What follows belongs to an exercise in optimizing a design on an open flow for small area, a short achievable clock period and few clock cycles; a production flow would make more cautious choices. In this exercise RTL edits were held to simulation tests only and were not proved equivalent to the original. Power and IR drop assume default switching activity.

Design codec_core, start of the top module:
module codec_core (
    input             clk,
    input             rst,
    input             cmd_valid,
    output            cmd_ready,
    input      [7:0]  cmd_opc,
    input      [4:0]  cmd_width,
    input      [15:0] cmd_len,
    input      [15:0] cmd_count,
    input             in_valid,
    output            in_ready,
    input      [15:0] in_data,
    output            out_valid,
    input             out_ready,
    output     [15:0] out_data,
    output            done,
    output            err,
    output     [3:0]  err_code,
    output     [15:0] err_info
);
    reg        busy;       
    reg        fin;        
    reg        fresh;      
    reg        skip;       
    reg [1:0]  fam;        
    reg        dir;        
    reg [4:0]  w;          
    reg [3:0]  p;          
    reg [3:0]  amt;        
    reg [15:0] in_left;    
    reg [15:0] cnt;        
    reg [15:0] idx;        
    reg [15:0] W0;         
  ...
For scale: about 1,400 cells after synthesis, ~0.0093 mm² of cells after synthesis.
==> flow/config.mk <==
export PLATFORM = sky130hd
export DESIGN_NAME = codec_core
export DESIGN_NICKNAME = codec_core
export VERILOG_FILES = /design/flow/design.v
export SDC_FILE = /design/flow/constraint.sdc
export NUM_CORES = 4
export LEC_CHECK = 0
export ABC_AREA = 1
export CAP_MARGIN = 20
export CORE_MARGIN = 2
export CORE_UTILIZATION = 40
export SETUP_SLACK_MARGIN = 2.3
export SLEW_MARGIN = 20
==> flow/constraint.sdc <==
create_clock -name core_clock -period 5.0 [get_ports {clk}]
set_input_delay 1.0000 -clock core_clock [delete_from_list [all_inputs] [get_ports {clk}]]
set_output_delay 1.0000 -clock core_clock [all_outputs]
set_load 0.01 [all_outputs]
run.sh (not shown) runs the stock make flow with config.mk's settings and CLKGATE_MAP_FILE= SYNTH_SCRIPT=/design/flow/synth_recipe.tcl, a recipe that flattens the netlist after the stock synthesis.
Testbench counts at the start, summed over its fixed seeds: cycles 54,166.
Rerun with:
SETUP_SLACK_MARGIN = unset   (was 2.3)
Outcome:
- worst setup slack is worse by 1.1 ns
- clock skew climbs by 0.0034 ns
- total power drops by 6.1%
- die area does not change
- hold slack is worse by 0.010 ns

Another version of the RTL of codec_core (not shown whole).
Size: about 1300 cells after synthesis, ~110 I/O pins, ~8300 µm² of cells after synthesis.
// codec_core
module codec_core (
    input             clk,
    input             rst,
    input             cmd_valid,
    output            cmd_ready,
    input      [7:0]  cmd_opc,
    input      [4:0]  cmd_width,
    input      [15:0] cmd_len,
    input      [15:0] cmd_count,
    input             in_valid,
    output            in_ready,
    input      [15:0] in_data,
    output            out_valid,
    input             out_ready,
    output     [15:0] out_data,
    output            done,
    output            err,
    output     [3:0]  err_code,
    output     [15:0] err_info
);
export LEC_CHECK = 0
export ABC_AREA = 1
export CAP_MARGIN = 20
export CORE_MARGIN = 2
export CORE_UTILIZATION = 40
export CTS_BUF_LIST = sky130_fd_sc_hd__clkbuf_8 sky130_fd_sc_hd__clkbuf_16
export SETUP_SLACK_MARGIN = 2.4
export SLEW_MARGIN = 20
export TNS_END_PERCENT = 5
create_clock -name core_clock -period 5.0 [get_ports {clk}]
standard.sh (not shown) runs the stock make flow with config.mk's settings and CLKGATE_MAP_FILE= SYNTH_SCRIPT=/design/flow/synth_recipe.tcl, a recipe that flattens the netlist after the stock synthesis.
==> flow/flow/run.sh <==
#!/bin/bash
# Standard synthesis, then the standard ORFS layout steps, with buf_2 port
# buffers in place of the platform's default delay-cell buffers.
set -euo pipefail
bash standard.sh synth > synth.log 2>&1
bash standard.sh "BUFFER_PORTS_ARGS=-buffer_cell sky130_fd_sc_hd__buf_2" finish > layout.log 2>&1
Testbench counts at the start, summed over its fixed seeds: cycles 53,953.
Then changed:
CTS_BUF_LIST = sky130_fd_sc_hd__clkbuf_8   (was sky130_fd_sc_hd__clkbuf_8 sky130_fd_sc_hd__clkbuf_16)
The changed run finished clean.
Setup slack gains 0.030 ns.
Sequential share of layout area went up by 0.48 points.
Final area decreases slightly.
Sequential power barely changes.
Non-clock buffer count decreases by 2.
Via count goes down slightly.
Then changed:
CTS_BUF_LIST = unset   (was sky130_fd_sc_hd__clkbuf_8)
SETUP_SLACK_MARGIN = 2.5   (was 2.4)
Result: The new run finished clean; power grows by 7.4%; first-iteration DRC count shrinks by about 13%; utilization grows by 2.1 points; clock power grows by 29%; area after synthesis is unchanged; wire length grows by 2.0%.
Then changed:
CTS_BUF_LIST = sky130_fd_sc_hd__clkbuf_8   (was unset)
CTS_CLUSTER_SIZE = 10   (was unset)
SETUP_SLACK_MARGIN = 2.4   (was 2.5)
Outcome:
- The new run produced a clean layout
- critical path depth does not change
- flip-flop and latch count is unchanged
- first-iteration DRC count went up by 15%

## lane 1
codec_core, a different RTL version from the one above (not shown whole).
Size in the first run: roughly 1300 cells after synthesis, about 110 I/O pins, about 0.0085 sq mm of cells after synthesis.
==> flow/design.v (excerpt) <==
module codec_core (
    input             clk,
    input             rst,
    input             cmd_valid,
    output            cmd_ready,
    input      [7:0]  cmd_opc,
    input      [4:0]  cmd_width,
    input      [15:0] cmd_len,
    input      [15:0] cmd_count,
    input             in_valid,
    output            in_ready,
    input      [15:0] in_data,
    output            out_valid,
    input             out_ready,
    output     [15:0] out_data,
    output            done,
    output            err,
    output     [3:0]  err_code,
    output     [15:0] err_info
);
Settings: LEC_CHECK=0, ABC_AREA=1, CAP_MARGIN=20, CORE_MARGIN=2, CORE_UTILIZATION=40, SETUP_SLACK_MARGIN=2.3, SLEW_MARGIN=20, TNS_END_PERCENT=5; clock period 5.0 ns.
Scripts as last shown in full above: flow/flow/run.sh
Lane 1 completed; timing, DRC and antenna clean
Testbench counts of lane 1, summed over its fixed seeds: cycles 53,953.
Input-level comparison between lane 2 and lane 1:
Settings: SETUP_SLACK_MARGIN: 2.3 -> 2.4.
- Relative to lane 1, switching power has gone up in lane 2.
- [lane 2 vs lane 1] shortest clock period the worst path allows after layout: lower in lane 2
- Diff lane 2..lane 1 | aggregate global routing overflow | unchanged
- Comparing lane 1 against lane 2, there is no change at all in effective utilization at floorplan.
- On static leakage power, the lower figure sits with lane 1, not lane 2.
- Relative to lane 1, actual slew at the worst max-slew pin decreased by 0.0085 ns in lane 2.
- Against lane 1, power in lane 2 came out worse.

codec_core, a different RTL version from the one above (not shown whole).
Size in the first run: ~1,300 cells after synthesis, roughly 100 flip-flops, roughly 110 I/O pins, ~8400 sq um of cells after synthesis.
==> flow/design.v (excerpt) <==
module codec_core (
    input             clk,
    input             rst,
    input             cmd_valid,
    output            cmd_ready,
    input      [7:0]  cmd_opc,
    input      [4:0]  cmd_width,
    input      [15:0] cmd_len,
    input      [15:0] cmd_count,
    input             in_valid,
    output            in_ready,
    input      [15:0] in_data,
    output            out_valid,
    input             out_ready,
    output     [15:0] out_data,
    output            done,
    output            err,
    output     [3:0]  err_code,
    output     [15:0] err_info
);
Settings: LEC_CHECK=0, ABC_AREA=1, CAP_MARGIN=20, CORE_MARGIN=2, CORE_UTILIZATION=40, SETUP_SLACK_MARGIN=2.5, SLEW_MARGIN=20; clock period 5.0 ns.
==> flow/flow/run.sh <==
#!/bin/bash
# Standard synthesis, then the standard ORFS layout steps with two changes:
# port buffers are buf_2 (not the platform's default delay buffer) and the
# resizer may swap cells across footprints.
set -euo pipefail
bash standard.sh synth > synth.log 2>&1
bash standard.sh "BUFFER_PORTS_ARGS=-buffer_cell sky130_fd_sc_hd__buf_2" \
    MATCH_CELL_FOOTPRINT=0 finish > layout.log 2>&1
The starting point went through all stages and came out clean.
Testbench counts at the start, summed over its fixed seeds: cycles 53,953.
Change:
==> flow/run.sh (new file) <==
#!/bin/bash
# synth_recipe.tcl (not shown) runs the flow's synth.tcl, then flattens the netlist and writes it again
# the make line also repeats each setting of config.mk as NAME=value (left out here)
make -C /OpenROAD-flow-scripts/flow DESIGN_CONFIG=/design/flow/config.mk WORK_HOME=/design/flow/orfs CLKGATE_MAP_FILE= SYNTH_SCRIPT=/design/flow/synth_recipe.tcl finish
--- a/flow/config.mk
+++ b/flow/config.mk
@@ -11,3 +11,4 @@
 export CORE_UTILIZATION = 40
-export SETUP_SLACK_MARGIN = 2.5
+export SETUP_SLACK_MARGIN = 2.4
 export SLEW_MARGIN = 20
+export TNS_END_PERCENT = 5
removed: flow/flow/run.sh
removed: flow/standard.sh
After rerunning: The changed run ran to the end with no violations. Sequential share of layout area goes up by 2.5 points. Worst setup slack is better by 0.20 ns. Area after synthesis does not change. Total power drops by 12%. Wire length fell by 12%. Via count is lower by 8.1%. Die area is unchanged. Synthesized cell count is unchanged. Non-clock buffer count went down by 65. Design area is lower by 10%. Combinational power fell by 25%.
Change:
==> flow/flow/run.sh (new file) <==
#!/bin/bash
# Standard synthesis, then the standard ORFS layout steps, with buf_2 port
# buffers in place of the platform's default delay-cell buffers.
set -euo pipefail
bash standard.sh synth > synth.log 2>&1
bash standard.sh "BUFFER_PORTS_ARGS=-buffer_cell sky130_fd_sc_hd__buf_2" finish > layout.log 2>&1
==> flow/standard.sh (new file) <==
#!/bin/bash
# synth_recipe.tcl (not shown) runs the flow's synth.tcl, then flattens the netlist and writes it again
# the make line also repeats each setting of config.mk as NAME=value (left out here)
make -C /OpenROAD-flow-scripts/flow DESIGN_CONFIG=/design/flow/config.mk WORK_HOME=/design/flow/orfs CLKGATE_MAP_FILE= SYNTH_SCRIPT=/design/flow/synth_recipe.tcl "${@:-finish}"
removed: flow/run.sh
=> The new run passed the timing, DRC and antenna checks. Register-to-register slack is better by 0.02 ns. Via count grows slightly. Area after synthesis stays the same.
Change:
--- a/flow/config.mk
+++ b/flow/config.mk
@@ -11,3 +11,3 @@
 export CORE_UTILIZATION = 40
-export SETUP_SLACK_MARGIN = 2.4
+export SETUP_SLACK_MARGIN = 2.2
 export SLEW_MARGIN = 20
Outcome: Power came out lower by 2.1%; via count came out lower by about 0.8%; final area came out lower by 3.5%; setup slack degrades by 0.13 ns; routed wire length came out higher by 2.4%; worst hold slack degrades by 0.0092 ns; utilization came out lower by 1.8 points; clock skew hardly moves.
Change:
--- a/flow/config.mk
+++ b/flow/config.mk
@@ -11,3 +11,4 @@
 export CORE_UTILIZATION = 40
-export SETUP_SLACK_MARGIN = 2.2
+export PLACE_DENSITY = 0.75
+export SETUP_SLACK_MARGIN = 2.4
 export SLEW_MARGIN = 20
Result: The new run went through all stages and came out clean. Clock-buffer cell count stays the same. First-iteration DRC count came out higher by 7.3%. Cell area came out higher by 2.3%. Synthesized cell count does not change.

== run 1 ==
codec_core, a different RTL version from the one above (not shown whole).
For scale: roughly 1200 cells after synthesis, about 100 flip-flops, ~110 I/O pins.
export LEC_CHECK = 0
export ABC_AREA = 1
export CAP_MARGIN = 20
export CORE_MARGIN = 2
export CORE_UTILIZATION = 40
export SETUP_SLACK_MARGIN = 2.4
export SLEW_MARGIN = 20
export TNS_END_PERCENT = 5
create_clock -name core_clock -period 5.0 [get_ports {clk}]
==> flow/flow/run.sh <==
#!/bin/bash
# Standard synthesis, then the standard ORFS layout steps, with buf_1 port
# buffers in place of the platform's default delay-cell buffers.
set -euo pipefail
bash standard.sh synth > synth.log 2>&1
bash standard.sh "BUFFER_PORTS_ARGS=-buffer_cell sky130_fd_sc_hd__buf_1" finish > layout.log 2>&1
Testbench counts of run 1, summed over its fixed seeds: cycles 53,953.
--- input diff run 1..run 2 ---
==> flow/flow/run.sh <==
#!/bin/bash
# Standard synthesis, then the standard ORFS layout steps, with buf_2 port
# buffers in place of the platform's default delay-cell buffers.
set -euo pipefail
bash standard.sh synth > synth.log 2>&1
bash standard.sh "BUFFER_PORTS_ARGS=-buffer_cell sky130_fd_sc_hd__buf_2" finish > layout.log 2>&1
[summary]
- Clock share of power ended up 0.3 points higher on run 2 than on run 1.
- Per the comparison of run 2 with run 1, fraction of the cycle the final worst path needs has decreased; design area has increased.
- Relative to run 1, worst setup slack has gone up in run 2.
## Diff of input files: run 3 against run 2
- ABC_AREA now 0, was 1
Results
- Setup slack, run 2 and run 3, higher one = run 2.
- Compared with run 2, in run 3 relative contribution of sequential cells to total power went down 1.8 points; worst hold margin went down 25 ps; overall power consumption went up about 4%; clock network fraction of design power went down 0.7 points.
- Run 3: PASS, flow complete, no timing, DRC or antenna violations
- Run 2 ended with every stage complete and zero timing, DRC or antenna violations.
- The run showing the smaller worst-case setup slack after placement is run 3.
- From run 2 to run 3 the numbers moved as follows: post-route non-filler standard cell count lower; final weighted congestion in routability-driven placement decreased by 2.6% relative to the old numbers.

RTL: one of the versions met above, not the one the previous note started from.
Size: about 1300 cells after synthesis.
clock: 5.0 ns
lec_check: 0
abc_area: 1
cap_margin: 20
core_margin: 2
core_utilization: 40
cts_buf_list: sky130_fd_sc_hd__clkbuf_8
cts_cluster_diameter: 25
setup_slack_margin: 2.4
slew_margin: 20
tns_end_percent: 5
==> flow/flow/run.sh <==
#!/bin/bash
# Standard synthesis, then the standard ORFS layout steps, with buf_2 port
# buffers in place of the platform's default delay-cell buffers.
set -euo pipefail
bash standard.sh synth > synth.log 2>&1
bash standard.sh "BUFFER_PORTS_ARGS=-buffer_cell sky130_fd_sc_hd__buf_2" finish > layout.log 2>&1
The baseline completed with no timing, DRC or antenna violations.
Testbench counts at the start, summed over its fixed seeds: cycles 53,953.
Next try:
Settings changed: CTS_BUF_LIST sky130_fd_sc_hd__clkbuf_8 to not set, CTS_CLUSTER_DIAMETER 25 to not set, TNS_END_PERCENT 5 to 1.
What happened:
- via count barely changes
- design area barely changes
- clock power climbs by 20%
- clock skew goes down by 0.0032 ns
- hold slack loses 0.0093 ns
- global-route usage went down by 0.41 points
- sequential share of layout area barely changes
Next try:
Settings changed: TNS_END_PERCENT 1 to 15.
Count of clock-buffer cells in the layout stays the same.
Power rises by a few percent.
Sequential share of layout area falls by 1.4 points.
Next try:
Settings changed: TNS_END_PERCENT 15 to 5.
Non-clock buffer count fell by 14.
Total power fell by 2.8%.
Via count fell by 1.8%.
Clock power is about the same.
Core utilization fell by 2.0 points.
First-iteration DRC count fell by 14%.
Sequential share of layout area rose by 0.93 points.
Die area does not change.
Cell area fell by 3.8%.
Maximum frequency fell by 3.3%.

job 3860:
codec_core with an RTL version that a note above also has.
For scale: about 1300 cells after synthesis, about 100 flip-flops, about 8400 um2 of cells after synthesis.
Design codec_core, start of the top module:
module codec_core (
    input             clk,
    input             rst,
    input             cmd_valid,
    output            cmd_ready,
    input      [7:0]  cmd_opc,
    input      [4:0]  cmd_width,
    input      [15:0] cmd_len,
    input      [15:0] cmd_count,
    input             in_valid,
    output            in_ready,
    input      [15:0] in_data,
    output            out_valid,
    input             out_ready,
    output     [15:0] out_data,
    output            done,
    output            err,
    output     [3:0]  err_code,
    output     [15:0] err_info
);
    reg        busy;       
    reg        fin;        
    reg        skip;       
    reg        enc, dec, qd, qu, pk, up;   
    reg [4:0]  w;          
    reg [3:0]  p;          
    reg [3:0]  amt;        
    reg [15:0] in_left;    
    reg [15:0] cnt;        
    reg [15:0] W0;         
    reg        ld;         
    reg        tl;         
    reg        rn;         
  ...
Settings: LEC_CHECK=0, ABC_AREA=1, CAP_MARGIN=20, CORE_MARGIN=2, CORE_UTILIZATION=40, SETUP_SLACK_MARGIN=2.5, SLEW_MARGIN=20; clock period 5.0 ns.
run.sh (not shown) runs the stock make flow with config.mk's settings and CLKGATE_MAP_FILE= SYNTH_SCRIPT=/design/flow/synth_recipe.tcl, a recipe that flattens the netlist after the stock synthesis.
Stock flow here: none of the scripts above is used.
Testbench counts of job 3860, summed over its fixed seeds: cycles 53,953.
For job 983, these inputs were changed with respect to job 3860:
- swapping 2.5 for 2.6 in SETUP_SLACK_MARGIN
- putting TNS_END_PERCENT at 5 where nothing was set
==> run notes <==
- The critical path start-end classification comes out reg2reg in one run and in2reg in the other, namely in job 3860 and job 983 respectively.
- Share of cells above drive strength 1: job 983 < job 3860
- On first-pass GRT wire length, job 983 and job 3860 are neck and neck.
- Looking at worst-path cell with the longest stage delay, the sky130_fd_sc_hd__edfxtp_1 result is from job 3860; the sky130_fd_sc_hd__bufbuf_16 one comes from job 983.
- Count of non-filler cells in the finished layout: job 983 lower than job 3860
- Density: job 983 sparser than job 3860
- The arithmetic-cell share of the synthesized area counting full adders, half adders and majority gates of job 983 and that of job 3860 are within noise of each other.
- Taking job 3860 as the reference, in job 983 slack of the critical path dropped 0.026 ns, total vias in the final route has decreased, number of stages on the worst setup path rose by 2, final cycle utilization of the critical path increased by 0.52 points relative to the old numbers, layout filler cell count went up 218.
- Job 983 gives more number of cells traversed by the worst register-to-register path than job 3860 did.

[re-timing with driven ports]
The flow's constraints put no driver on any port. The routed layouts listed below were extracted and timed again, unchanged, in two steps.
Step 1, drivers: a clkbuf_16 drives clk and a buf_2 each remaining input, both assumed.
Step 2, shift: input delay + t, output delay - t, t = (earliest + latest rising clock arrival at the registers) / 2. This alone moves slack from input paths to output paths.
a / b / c = ideal ports / drivers / drivers and shift; a / b = the first two.
run | t (ns) | setup slack, ns | worst hold slack (ns) | latest minus earliest clock arrival (ns) | pins driven straight from the clock port
the first run of note 1 | 0.467 | 2.202 / 2.157 / 1.818 | 0.495 / 0.495 / 0.495 | 0.011 / 0.011 | 1
the second run of note 1 | 0.471 | 1.127 / 1.146 / 0.675 | 0.484 / 0.484 / 0.484 | 0.015 / 0.015 | 1
the first run of note 2 | 0.417 | 2.172 / 2.150 / 1.856 | 0.525 / 0.525 / 0.525 | 0.016 / 0.016 | 1
the second run of note 2 | 0.455 | 2.202 / 2.202 / 1.831 | 0.533 / 0.533 / 0.533 | 0.017 / 0.017 | 1
the third run of note 2 | 0.414 | 2.203 / 2.203 / 1.910 | 0.528 / 0.528 / 0.528 | 0.016 / 0.015 | 1
the fourth run of note 2 | 0.455 | 2.202 / 2.202 / 1.831 | 0.533 / 0.533 / 0.533 | 0.017 / 0.017 | 1
lane 1 | 0.410 | 2.215 / 2.169 / 1.935 | 0.545 / 0.545 / 0.545 | 0.017 / 0.016 | 1
lane 2 | 0.410 | 2.245 / 2.200 / 2.023 | 0.547 / 0.547 / 0.547 | 0.017 / 0.016 | 1
the first run of note 4 | 0.419 | 1.967 / 1.967 / 1.814 | 0.556 / 0.556 / 0.556 | 0.008 / 0.009 | 1
the second run of note 4 | 0.418 | 2.170 / 2.170 / 1.794 | 0.501 / 0.501 / 0.501 | 0.017 / 0.018 | 1
the third run of note 4 | 0.419 | 2.193 / 2.175 / 1.828 | 0.515 / 0.515 / 0.515 | 0.014 / 0.014 | 1
the fourth run of note 4 | 0.413 | 2.065 / 2.065 / 1.693 | 0.506 / 0.506 / 0.506 | 0.013 / 0.013 | 1
the fifth run of note 4 | 0.407 | 2.064 / 2.064 / 1.731 | 0.489 / 0.489 / 0.489 | 0.014 / 0.014 | 1
run 1 | 0.399 | 2.232 / 2.232 / 1.903 | 0.533 / 0.533 / 0.533 | 0.013 / 0.014 | 1
run 2 | 0.405 | 2.281 / 2.281 / 1.935 | 0.531 / 0.531 / 0.531 | 0.012 / 0.012 | 1
run 3 | 0.413 | 1.916 / 1.916 / 1.553 | 0.506 / 0.506 / 0.506 | 0.017 / 0.017 | 1
the first run of note 6 | 0.455 | 2.202 / 2.202 / 1.831 | 0.533 / 0.533 / 0.533 | 0.017 / 0.017 | 1
the second run of note 6 | 0.411 | 2.172 / 2.194 / 1.792 | 0.524 / 0.524 / 0.524 | 0.014 / 0.014 | 1
the third run of note 6 | 0.418 | 2.266 / 2.264 / 1.875 | 0.529 / 0.529 / 0.529 | 0.016 / 0.015 | 1
the fourth run of note 6 | 0.417 | 2.172 / 2.150 / 1.856 | 0.525 / 0.525 / 0.525 | 0.016 / 0.016 | 1
job 3860 | 0.424 | 2.139 / 2.139 / 1.870 | 0.490 / 0.490 / 0.490 | 0.019 / 0.020 | 1
job 983 | 0.413 | 2.113 / 2.124 / 1.712 | 0.498 / 0.498 / 0.498 | 0.012 / 0.012 | 1
After both steps every run listed still meets setup and hold. The setup slack of the second run of note 1, which loses most, moves by +0.019 ns with the drivers and by -0.452 ns with both steps.
